This design comes from an exercise in tuning for small area on the open sky130 flow, not from production work. Function was checked by simulation only, so behaviour that the tests miss may differ from the original. No activity file was given, so power comes from the tool's default toggle rates.

===== flow/run.sh =====
#!/bin/bash
# synth_recipe.tcl (not shown) runs the flow's synth.tcl, then flattens the netlist and writes it again
# the make line also repeats each setting of config.mk as NAME=value (left out here)
make -C /OpenROAD-flow-scripts/flow DESIGN_CONFIG=/design/flow/config.mk WORK_HOME=/design/flow/orfs CLKGATE_MAP_FILE= SYNTH_SCRIPT=/design/flow/synth_recipe.tcl finish

===== flow/config.mk =====
export PLATFORM = sky130hd
export DESIGN_NAME = dcsbios_decoder
export DESIGN_NICKNAME = dcsbios_decoder
export VERILOG_FILES = /design/flow/design.v
export SDC_FILE = /design/flow/constraint.sdc
export NUM_CORES = 4
export LEC_CHECK = 0
export CAP_MARGIN = 20
export CORE_MARGIN = 2
export CORE_UTILIZATION = 40
export SLEW_MARGIN = 20

===== flow/constraint.sdc =====
create_clock -name core_clock -period 10.0 [get_ports {clk}]
set_input_delay 2.0000 -clock core_clock [delete_from_list [all_inputs] [get_ports {clk}]]
set_output_delay 2.0000 -clock core_clock [all_outputs]
set_load 0.01 [all_outputs]

===== flow/design.v =====
module dcsbios_ss #(
    parameter [7:0]  SYNC_BYTE    = 8'h55,
    parameter integer SYNC_RUN_LEN = 4,
    parameter [15:0] ESC_ADDR     = 16'h5555
) (
    input  wire        clk,
    input  wire        rst,
    input  wire        in_valid,
    input  wire [7:0]  in_byte,
    input  wire [63:0] in_ss,
    input  wire [63:0] in_es,
    output reg         ev_valid,
    output reg  [3:0]  ev_kind,
    output reg  [63:0] ev_ss,
    output reg  [63:0] ev_es,
    output reg  [15:0] ev_addr,
    output reg  [15:0] ev_data,
    output reg         ev_esc,
    output reg         dg_valid,
    output reg  [1:0]  dg_code,
    output wire [2:0]  st_state,
    output wire        st_count_neg
);
    localparam integer RUN_W = (SYNC_RUN_LEN <= 2) ? 1 : $clog2(SYNC_RUN_LEN);
    localparam [2:0] S_AWAIT_SYNC = 3'd0, S_ADDR_LOW  = 3'd1, S_ADDR_HIGH = 3'd2,
                     S_COUNT_LOW  = 3'd3, S_COUNT_HIGH = 3'd4, S_DATA_LOW = 3'd5,
                     S_DATA_HIGH  = 3'd6;
    localparam [3:0] K_NONE = 4'd0, K_SYNC = 4'd1, K_ADDR = 4'd2, K_COUNT = 4'd3, K_WRITE = 4'd4;
    localparam [1:0] DG_NONE = 2'd0, DG_ESCAPE = 2'd1, DG_COUNT_UNDERRUN = 2'd3;
    reg [2:0]       state;
    reg [RUN_W-1:0] run;
    reg [63:0]      sync_start;
    reg [15:0]      address;
    reg [15:0]      count;
    reg             count_neg;
    reg [15:0]      value;
    reg [63:0]      field_start;
    assign st_state     = state;
    assign st_count_neg = count_neg;
    wire        match = (in_byte == SYNC_BYTE);
    wire [63:0] first = (run == {RUN_W{1'b0}}) ? in_ss : sync_start;
    wire        hit   = match && ({{(32-RUN_W){1'b0}}, run} + 32'd1 == SYNC_RUN_LEN);
    wire [15:0] addr_hi  = {in_byte, address[7:0]};
    wire        esc      = (addr_hi == ESC_ADDR);
    wire [15:0] count_hi = {in_byte, count[7:0]};
    wire [15:0] value_hi = {in_byte, value[7:0]};
    wire [15:0] count_dec = count - 16'd1;
    wire        neg_dec   = count_neg | (count == 16'd0);
    wire        underrun  = (count == 16'd0) && !count_neg;
    always @(posedge clk) begin
        if (rst) begin
            state       <= S_AWAIT_SYNC;
            run         <= {RUN_W{1'b0}};
            sync_start  <= 64'd0;
            address     <= 16'd0;
            count       <= 16'd0;
            count_neg   <= 1'b0;
            value       <= 16'd0;
            field_start <= 64'd0;
            ev_valid    <= 1'b0;
            ev_kind     <= K_NONE;
            ev_ss       <= 64'd0;
            ev_es       <= 64'd0;
            ev_addr     <= 16'd0;
            ev_data     <= 16'd0;
            ev_esc      <= 1'b0;
            dg_valid    <= 1'b0;
            dg_code     <= DG_NONE;
        end else begin
            ev_valid <= 1'b0;
            ev_kind  <= K_NONE;
            ev_addr  <= 16'd0;
            ev_data  <= 16'd0;
            ev_esc   <= 1'b0;
            dg_valid <= 1'b0;
            dg_code  <= DG_NONE;
            if (in_valid) begin
                if (match) begin
                    sync_start <= first;
                    run        <= hit ? {RUN_W{1'b0}} : run + 1'b1;
                end else begin
                    run <= {RUN_W{1'b0}};
                end
                if (hit) begin
                    address   <= 16'd0;
                    count     <= 16'd0;
                    count_neg <= 1'b0;
                    value     <= 16'd0;
                    state     <= S_ADDR_LOW;
                    ev_valid  <= 1'b1;
                    ev_kind   <= K_SYNC;
                    ev_ss     <= first;
                    ev_es     <= in_es;
                end else begin
                    case (state)
                        S_AWAIT_SYNC: ;
                        S_ADDR_LOW: begin
                            address     <= {8'd0, in_byte};
                            field_start <= in_ss;
                            state       <= S_ADDR_HIGH;
                        end
                        S_ADDR_HIGH: begin
                            address  <= addr_hi;
                            ev_valid <= 1'b1;
                            ev_kind  <= K_ADDR;
                            ev_ss    <= field_start;
                            ev_es    <= in_es;
                            ev_addr  <= addr_hi;
                            ev_esc   <= esc;
                            if (esc) begin
                                state    <= S_AWAIT_SYNC;
                                dg_valid <= 1'b1;
                                dg_code  <= DG_ESCAPE;
                            end else begin
                                state <= S_COUNT_LOW;
                            end
                        end
                        S_COUNT_LOW: begin
                            count       <= {8'd0, in_byte};
                            count_neg   <= 1'b0;
                            field_start <= in_ss;
                            state       <= S_COUNT_HIGH;
                        end
                        S_COUNT_HIGH: begin
                            count    <= count_hi;
                            ev_valid <= 1'b1;
                            ev_kind  <= K_COUNT;
                            ev_ss    <= field_start;
                            ev_es    <= in_es;
                            ev_data  <= count_hi;
                            state    <= S_DATA_LOW;
                        end
                        S_DATA_LOW: begin
                            value       <= {8'd0, in_byte};
                            count       <= count_dec;
                            count_neg   <= neg_dec;
                            field_start <= in_ss;
                            state       <= S_DATA_HIGH;
                            if (underrun) begin
                                dg_valid <= 1'b1;
                                dg_code  <= DG_COUNT_UNDERRUN;
                            end
                        end
                        S_DATA_HIGH: begin
                            value     <= value_hi;
                            count     <= count_dec;
                            count_neg <= neg_dec;
                            address   <= address + 16'd2;
                            ev_valid  <= 1'b1;
                            ev_kind   <= K_WRITE;
                            ev_ss     <= field_start;
                            ev_es     <= in_es;
                            ev_addr   <= address;
                            ev_data   <= value_hi;
                            if (underrun) begin
                                dg_valid <= 1'b1;
                                dg_code  <= DG_COUNT_UNDERRUN;
                            end
                            if (count_dec == 16'd0 && !neg_dec)
                                state <= S_ADDR_LOW;
                            else
                                state <= S_DATA_LOW;
                        end
                        default: ;  
                    endcase
                end
            end
        end
    end
endmodule
module dcsbios_fb #(
    parameter [63:0] GAP_RESET_THRESHOLD = 64'd300,
    parameter [63:0] GAP_NOISE_CEILING   = 64'd5000
) (
    input  wire        clk,
    input  wire        rst,
    input  wire        in_valid,
    input  wire [7:0]  in_byte,
    input  wire [63:0] in_ss,
    input  wire [63:0] in_es,
    output reg         gap_valid,
    output reg  [63:0] gap_ss,
    output reg  [63:0] gap_es,
    output reg  [63:0] gap_dur,
    output reg         ev_valid,
    output reg  [3:0]  ev_kind,
    output reg  [63:0] ev_ss,
    output reg  [63:0] ev_es,
    output reg  [7:0]  ev_byte,
    output reg  [7:0]  fr_address,
    output reg  [7:0]  fr_msg_type,
    output reg  [7:0]  fr_data_length,
    output reg  [7:0]  fr_checksum,
    input  wire [7:0]  pl_raddr,
    output wire [7:0]  pl_rdata,
    output reg         dg_valid,
    output reg  [1:0]  dg_code,
    output wire [2:0]  st_state,
    output wire [7:0]  st_pl_count
);
    localparam [2:0] F_SYNC            = 3'd0,   
                     F_WAIT_ADDRESS    = 3'd1,   
                     F_WAIT_MSGTYPE    = 3'd2,   
                     F_WAIT_DATALENGTH = 3'd3,   
                     F_WAIT_DATA       = 3'd4,   
                     F_WAIT_CHECKSUM   = 3'd5;   
    localparam [3:0] K_NONE = 4'd0, K_GAP = 4'd8, K_ADDR = 4'd9, K_MSGTYPE = 4'd10,
                     K_DATALEN = 4'd11, K_PAYLOAD = 4'd12, K_FRAME = 4'd13;
    localparam [1:0] DG_NONE = 2'd0, DG_GAP_RESET = 2'd2;
    reg [2:0]  state;
    reg [7:0]  address;
    reg [7:0]  msg_type;
    reg [7:0]  data_length;
    reg [7:0]  checksum;
    reg [7:0]  pl_count;
    reg [63:0] pl_start;
    reg [63:0] frame_start;
    reg [63:0] last_end;
    reg        last_valid;
    reg [7:0]  pl_mem [0:255];
    assign pl_rdata    = pl_mem[pl_raddr];
    assign st_state    = state;
    assign st_pl_count = pl_count;
    wire [63:0] gap    = (in_ss >= last_end) ? (in_ss - last_end) : 64'd0;
    wire        g      = last_valid && (gap >= GAP_RESET_THRESHOLD);
    wire        report = g && (gap < GAP_NOISE_CEILING);
    wire [63:0] pl_first   = (pl_count == 8'd0) ? in_ss : pl_start;
    wire        pl_append  = (pl_count < data_length);
    wire [7:0]  pl_next    = pl_append ? pl_count + 8'd1 : pl_count;
    always @(posedge clk) begin
        if (rst) begin
            state          <= F_SYNC;
            address        <= 8'd0;
            msg_type       <= 8'd0;
            data_length    <= 8'd0;
            checksum       <= 8'd0;
            pl_count       <= 8'd0;
            pl_start       <= 64'd0;
            frame_start    <= 64'd0;
            last_end       <= 64'd0;
            last_valid     <= 1'b0;
            gap_valid      <= 1'b0;
            gap_ss         <= 64'd0;
            gap_es         <= 64'd0;
            gap_dur        <= 64'd0;
            ev_valid       <= 1'b0;
            ev_kind        <= K_NONE;
            ev_ss          <= 64'd0;
            ev_es          <= 64'd0;
            ev_byte        <= 8'd0;
            fr_address     <= 8'd0;
            fr_msg_type    <= 8'd0;
            fr_data_length <= 8'd0;
            fr_checksum    <= 8'd0;
            dg_valid       <= 1'b0;
            dg_code        <= DG_NONE;
        end else begin
            gap_valid <= 1'b0;
            ev_valid  <= 1'b0;
            ev_kind   <= K_NONE;
            dg_valid  <= 1'b0;
            dg_code   <= DG_NONE;
            if (in_valid) begin
                last_end   <= in_es;
                last_valid <= 1'b1;
                if (g) begin
                    dg_valid <= 1'b1;
                    dg_code  <= DG_GAP_RESET;
                    if (report) begin
                        gap_valid <= 1'b1;
                        gap_ss    <= last_end;
                        gap_es    <= in_ss;
                        gap_dur   <= gap;
                    end
                    pl_count    <= 8'd0;
                    address     <= in_byte;
                    frame_start <= in_ss;
                    ev_valid    <= 1'b1;
                    ev_kind     <= K_ADDR;
                    ev_ss       <= in_ss;
                    ev_es       <= in_es;
                    ev_byte     <= in_byte;
                    state       <= F_WAIT_ADDRESS;
                end else begin
                    case (state)
                        F_SYNC: begin
                            address     <= in_byte;
                            frame_start <= in_ss;
                            ev_valid    <= 1'b1;
                            ev_kind     <= K_ADDR;
                            ev_ss       <= in_ss;
                            ev_es       <= in_es;
                            ev_byte     <= in_byte;
                            state       <= F_WAIT_ADDRESS;
                        end
                        F_WAIT_ADDRESS: begin
                            msg_type <= in_byte;
                            ev_valid <= 1'b1;
                            ev_kind  <= K_MSGTYPE;
                            ev_ss    <= in_ss;
                            ev_es    <= in_es;
                            ev_byte  <= in_byte;
                            state    <= F_WAIT_MSGTYPE;
                        end
                        F_WAIT_MSGTYPE: begin
                            data_length <= in_byte;
                            ev_valid    <= 1'b1;
                            ev_kind     <= K_DATALEN;
                            ev_ss       <= in_ss;
                            ev_es       <= in_es;
                            ev_byte     <= in_byte;
                            state       <= (in_byte == 8'd0) ? F_WAIT_CHECKSUM : F_WAIT_DATALENGTH;
                        end
                        F_WAIT_DATALENGTH: begin
                            if (pl_append) begin
                                pl_mem[pl_count] <= in_byte;
                                pl_start         <= pl_first;
                                pl_count         <= pl_next;
                            end
                            if (pl_next == data_length) begin
                                ev_valid <= 1'b1;
                                ev_kind  <= K_PAYLOAD;
                                ev_ss    <= pl_first;
                                ev_es    <= in_es;
                                ev_byte  <= data_length;
                                state    <= F_WAIT_CHECKSUM;
                            end
                        end
                        F_WAIT_CHECKSUM: begin
                            checksum       <= in_byte;
                            ev_valid       <= 1'b1;
                            ev_kind        <= K_FRAME;
                            ev_ss          <= frame_start;
                            ev_es          <= in_es;
                            ev_byte        <= in_byte;
                            fr_address     <= address;
                            fr_msg_type    <= msg_type;
                            fr_data_length <= data_length;
                            fr_checksum    <= in_byte;
                            if (address == 8'd0) begin
                                state    <= F_SYNC;
                                pl_count <= 8'd0;
                            end
                        end
                        default: ;  
                    endcase
                end
            end
        end
    end
endmodule
module dcsbios_decoder (
    input  wire        clk,
    input  wire        rst,
    input  wire        ss_in_valid,
    input  wire [7:0]  ss_in_byte,
    input  wire [63:0] ss_in_ss,
    input  wire [63:0] ss_in_es,
    output wire        ss_ev_valid,
    output wire [3:0]  ss_ev_kind,
    output wire [63:0] ss_ev_ss,
    output wire [63:0] ss_ev_es,
    output wire [15:0] ss_ev_addr,
    output wire [15:0] ss_ev_data,
    output wire        ss_ev_esc,
    output wire        ss_dg_valid,
    output wire [1:0]  ss_dg_code,
    output wire [2:0]  ss_st_state,
    output wire        ss_st_count_neg,
    input  wire        fb_in_valid,
    input  wire [7:0]  fb_in_byte,
    input  wire [63:0] fb_in_ss,
    input  wire [63:0] fb_in_es,
    output wire        fb_gap_valid,
    output wire [63:0] fb_gap_ss,
    output wire [63:0] fb_gap_es,
    output wire [63:0] fb_gap_dur,
    output wire        fb_ev_valid,
    output wire [3:0]  fb_ev_kind,
    output wire [63:0] fb_ev_ss,
    output wire [63:0] fb_ev_es,
    output wire [7:0]  fb_ev_byte,
    output wire [7:0]  fb_fr_address,
    output wire [7:0]  fb_fr_msg_type,
    output wire [7:0]  fb_fr_data_length,
    output wire [7:0]  fb_fr_checksum,
    input  wire [7:0]  fb_pl_raddr,
    output wire [7:0]  fb_pl_rdata,
    output wire        fb_dg_valid,
    output wire [1:0]  fb_dg_code,
    output wire [2:0]  fb_st_state,
    output wire [7:0]  fb_st_pl_count
);
    dcsbios_ss u_ss (
        .clk(clk), .rst(rst),
        .in_valid(ss_in_valid), .in_byte(ss_in_byte), .in_ss(ss_in_ss), .in_es(ss_in_es),
        .ev_valid(ss_ev_valid), .ev_kind(ss_ev_kind), .ev_ss(ss_ev_ss), .ev_es(ss_ev_es),
        .ev_addr(ss_ev_addr), .ev_data(ss_ev_data), .ev_esc(ss_ev_esc),
        .dg_valid(ss_dg_valid), .dg_code(ss_dg_code),
        .st_state(ss_st_state), .st_count_neg(ss_st_count_neg)
    );
    dcsbios_fb u_fb (
        .clk(clk), .rst(rst),
        .in_valid(fb_in_valid), .in_byte(fb_in_byte), .in_ss(fb_in_ss), .in_es(fb_in_es),
        .gap_valid(fb_gap_valid), .gap_ss(fb_gap_ss), .gap_es(fb_gap_es), .gap_dur(fb_gap_dur),
        .ev_valid(fb_ev_valid), .ev_kind(fb_ev_kind), .ev_ss(fb_ev_ss), .ev_es(fb_ev_es),
        .ev_byte(fb_ev_byte),
        .fr_address(fb_fr_address), .fr_msg_type(fb_fr_msg_type),
        .fr_data_length(fb_fr_data_length), .fr_checksum(fb_fr_checksum),
        .pl_raddr(fb_pl_raddr), .pl_rdata(fb_pl_rdata),
        .dg_valid(fb_dg_valid), .dg_code(fb_dg_code),
        .st_state(fb_st_state), .st_pl_count(fb_st_pl_count)
    );
endmodule

==> reports/qor.yml <==
place:
  routabilityCongestion: 0.976
  dp_slack_ns: 0.659
  detailedPlacementHpwl_um: 256000
  portBuffers: 842
  place.detailed.instances: 12800
critical_path:
  critical_path.reg2reg.startpoint: "u_fb.last_end[0]"
  setup.worst_path.end_class: "flop"
  worst_r2r_end: "u_fb.pl_mem[215][2]"
  endpoint: "u_fb.pl_mem[215][2]"
  cp-startpoint: "fb_in_ss[0]"
  critical_path_class: "primary input to flop"
  required_time_of_the_worst_setup_path_ns: 10.53
  critPathMaxFanout: 30
  flop_to_flop_setup_slack_ns: 2.62
  rr_worst_depth: 17
  startpoint_type: "primary input"
  worstPathArrival_ns: 9.06
power:
  powerDensity_nw_per_um2: 191
  vdd_ir_drop_max_v: 0.000158
  switching_share_pct: 23.2
  clock_power_share_pct: 44.3
  power_switching_mw: 6.44
  cellLeakagePower_nw: 47.8
  pwr-share-comb_pct: 7.6
  power.share.sequential_pct: 48.1
  cell_internal_pwr_mw: 21.3
floorplanning:
  initial_utilization_pct: 40.3
  fp.coreArea_um2: 303000
  dieArea_um2: 309000
  num_rows: 202
  die-width_um: 556
  floorplan.die.height_um: 556
  io-pin-count: 845
routing:
  drtIter0Drc: 8768
  met2RoutedLength_um: 181000
  drt-wirelength-per-cell_um: 28.7
  route.antenna.remaining_nets: 0
  drt-met1-wl_um: 156000
  wl_um: 386000
  routed-via-count: 77900
  via_per_inst: 5.81
  routed-wl-met3_um: 35500
  post-route-drc-count: 0
  drt-pass1-iter-count: 6
  top_layer_used: "met5"
synthesis:
  syn-cell-area_um2: 122000
  synth_cell_types: 81
  synthesis.yosys.warnings: 2
  synth.yosys.seq_area_share_pct: 65.8
  postSynthRegisterBits: 2984
  synthFlopType: "edfxtp_1"
  synthesis.instances: 8461
  synthesized_area_per_cell_um2: 14.4
  synth_async_sr_flop_share_pct: 0
  number_of_synthesized_flops_with_an_enable_pin: 2048
grt:
  grt_overflow_total: 0
  grt_first_pass_wirelength_um: 555000
  grt_pass1_vias: 76600
  grt_start_max_net_pins: 142
  grt_antenna_before_repair: 16
  globalRouteTotalUtil_pct: 24.3
sta:
  hold_violations: 0
  setup_violations: 0
  clock_skew_after_layout_ns: 0.0698
  grt_setup_unrepaired: "false"
  slew_headroom_pct: 23.9
  fin_ws_ns: 1.48
  setup_total_negative_slack_ns: 0
  period_needed_ns: 8.52
  period_utilization_post_route_pct: 85.2
  slew_of_the_pin_with_the_lowest_slew_margin_ns: 1.13
  final-max-slew-violation-count: 0
  fmaxAchievable_mhz: 117
cts:
  htree_num_levels: 5
  cts-resized-gates: 0
  cts_hold_buffers: 0
  tritoncts_clock_tree: "done"
  clkTransAtPathRegs_ns: 0.06
  cts_inserted_buffers: 318
  cts.sinks: 2984
  maximum_count_of_clock_buffers_along_a_single_path: 4
  clock_insertion_delay_worst_skew_ns: 0.93
  post-cts-setup-buffer-count: 0
  cts_root_buf: "clkbuf_16"
layout:
  finalNetCount: 9541
  final_standard_cell_count_with_taps_included_and_fillers_excluded: 13400
  share_of_post_route_cells_with_drive_strength_above_1_pct: 15.8
  flow.area_growth_from_synthesis_pct: 19.4
job:
  max-cap-violations: 0
status:
  status: "finished clean"
worst_hold_path:
  hold_path.class: "flop to flop"
## how the worst min path moves through the flow
stage                                end  cells after the start  slack (ns)                 start
finish                    u_ss.ev_ss[44]                      2        0.45        u_ss.ev_ss[44]
detailed placement      u_fb.gap_dur[42]                      1        0.44      u_fb.gap_dur[42]
CTS                       u_ss.ev_ss[44]                      2        0.45        u_ss.ev_ss[44]
floorplan                u_fb.last_valid                      2        0.43       u_fb.last_valid
global placement          u_ss.ev_ss[56]                      2        0.44        u_ss.ev_ss[56]
global route        u_ss.field_start[34]                      2        0.47  u_ss.field_start[34]
## stage by stage
step	power [mW]	cell area, µm²	hold slack [ns]	utilization (%)
after floorplan	14.7	122000	0.427	-
after global placement	15.7	135000	0.441	44.4
after detailed placement	15.7	135000	0.443	44.4
after CTS	27.9	146000	0.450	48.0
after global routing	28.6	146000	0.469	48.1
final	27.8	146000	0.450	48.1
## cell families (layout without fill, tap and decap cells)
logic type	after synthesis	count (layout)	share of synthesized area, %
adders and majority gates	81	81	0.837
other	1	12	0.00307
DFF	2984	2984	65.8
buffers and inverters	853	1824	2.78
muxes	1081	1081	15.8
xor gates and xnor gates	86	86	0.617
and+or+nand+nor	2091	2091	7.37
AOI/OAI and AO/OA	1284	1284	6.77
## power by group through the flow
stage | Combinational, mW | Sequential [mW] | Clock [mW]
finish | 2.11 | 13.3 | 12.3
global route | 2.23 | 13.3 | 13.0
CTS | 2.11 | 13.3 | 12.5
detailed placement | 2.10 | 13.6 | 0
global placement | 2.09 | 13.6 | 0
floorplan | 1.09 | 13.6 | 0
## Yosys cell counts, types with 18 or more instances
| master | instances | area, µm² |
|---|---|---|
| a21oi_1 | 537 | 2690 |
| edfxtp_1 | 2048 | 61500 |
| mux2i_1 | 398 | 3980 |
| buf_4 | 18 | 135 |
| nand3_1 | 60 | 300 |
| nor3_1 | 78 | 390 |
| nand4_1 | 115 | 719 |
| buf_1 | 82 | 308 |
| xnor2_1 | 54 | 473 |
| a31o_2 | 68 | 596 |
| o21ai_0 | 104 | 521 |
| nor4_1 | 32 | 200 |
| o211ai_1 | 138 | 1040 |
| a211oi_1 | 145 | 1090 |
| clkbuf_1 | 445 | 1670 |
| nand2b_1 | 27 | 169 |
| a22oi_1 | 32 | 240 |
| inv_1 | 244 | 916 |
| a2bb2oi_1 | 64 | 561 |
| mux4_2 | 680 | 15300 |
| xor2_1 | 32 | 280 |
| ha_1 | 80 | 1000 |
| buf_2 | 55 | 275 |
| o31ai_1 | 76 | 571 |
| nand2_1 | 885 | 3320 |
| dfxtp_1 | 936 | 18700 |
| nor2_1 | 727 | 2730 |
| and2_1 | 82 | 513 |
## flip-flops by register name (all words and copies together) (netlist names), 16 cells and up
name and flops:
u_fb.pl_mem 2048, u_fb.ev_es 64, u_fb.ev_ss 64, u_fb.frame_start 64, u_fb.gap_dur 64, u_fb.gap_es 64
u_fb.gap_ss 64, u_fb.last_end 64, u_fb.pl_start 64, u_ss.ev_es 64, u_ss.ev_ss 64, u_ss.field_start 64
u_ss.sync_start 64, u_ss.address 16, u_ss.count 16, u_ss.ev_addr 16, u_ss.ev_data 16
## area by class of cell
class | count | area [µm²]
clock inverter | 184 | 2330
inverter | 245 | 927
clock buffer | 393 | 8560
tap | 3978 | 4980
sequential | 2984 | 80200
antenna | 10 | 25.0
multi-input combinational | 4625 | 38700
timing repair buffer | 1002 | 9960
fill | 25700 | 157000
## layout by cell type, fill, tap and decap left out, drive strengths merged, types with 11 or more instances in the layout
cell type / count
a2111oi: 13
a211oi: 145
a21o: 14
a21oi: 537
a22oi: 32
a2bb2oi: 64
a31o: 68
a31oi: 13
and2: 83
and3: 11
and4: 12
buf: 167
bufinv: 43
clkbuf: 402
clkdlybuf4s50: 826
clkinv: 103
clkinvlp: 21
dfxtp: 936
edfxtp: 2048
ha: 80
inv: 262
mux2i: 398
mux4: 680
nand2: 886
nand2b: 27
nand3: 60
nand4: 116
nor2: 727
nor2b: 14
nor3: 78
nor4: 33
o211ai: 139
o21a: 15
o21ai: 118
o31ai: 76
xnor2: 54
xor2: 32
## critical path, stage by stage
cell and delay, ns:
clkdlybuf4s50_1 0.50, inv_1 0.16, ha_1 0.21, inv_1 0.07
fa_1 0.41, a21o_1 0.22, a221oi_1 0.57, o221a_2 0.40
nor3_1 0.11, nor4b_1 0.50, nor4_1 0.14, a2111oi_0 0.43
nand4_1 0.19, a2111o_1 0.45, nand2b_1 0.27, o21ai_4 0.22
buf_4 0.52, nand3b_1 0.76, nor2_1 0.86
## routing by layer
layer / vias to the layer above / global-route usage [%]
li1: 33600 / -
met1: 39900 / 32.7
met2: 3794 / 38.8
met3: 632 / 5.83
met4: 4 / 7.87
met5: - / 0

==> afterwards: timing with drivers on the ports <==
How much do the figures lean on ideal ports? The routed layout below was timed once more, with nothing changed but the port constraints. Step 1 assumes that a clkbuf_16 drives the clock port and a buf_2 every other input. Step 2 times the ports against the registers' clock, not the clock port: input delays grow and output delays shrink by t, the midpoint of the rising clock arrivals with the driver on. Slacks: ideal / step 1 / step 2; pairs: ideal / step 1.
shift t [ns]: 1.004
slack for setup (ns): 1.476 / 1.559 / 0.554
pins driven straight from the clock port: 1
After both steps setup and hold are still met in this run. The setup slack of this run moves by +0.083 ns with the drivers and by -0.922 ns with both steps.
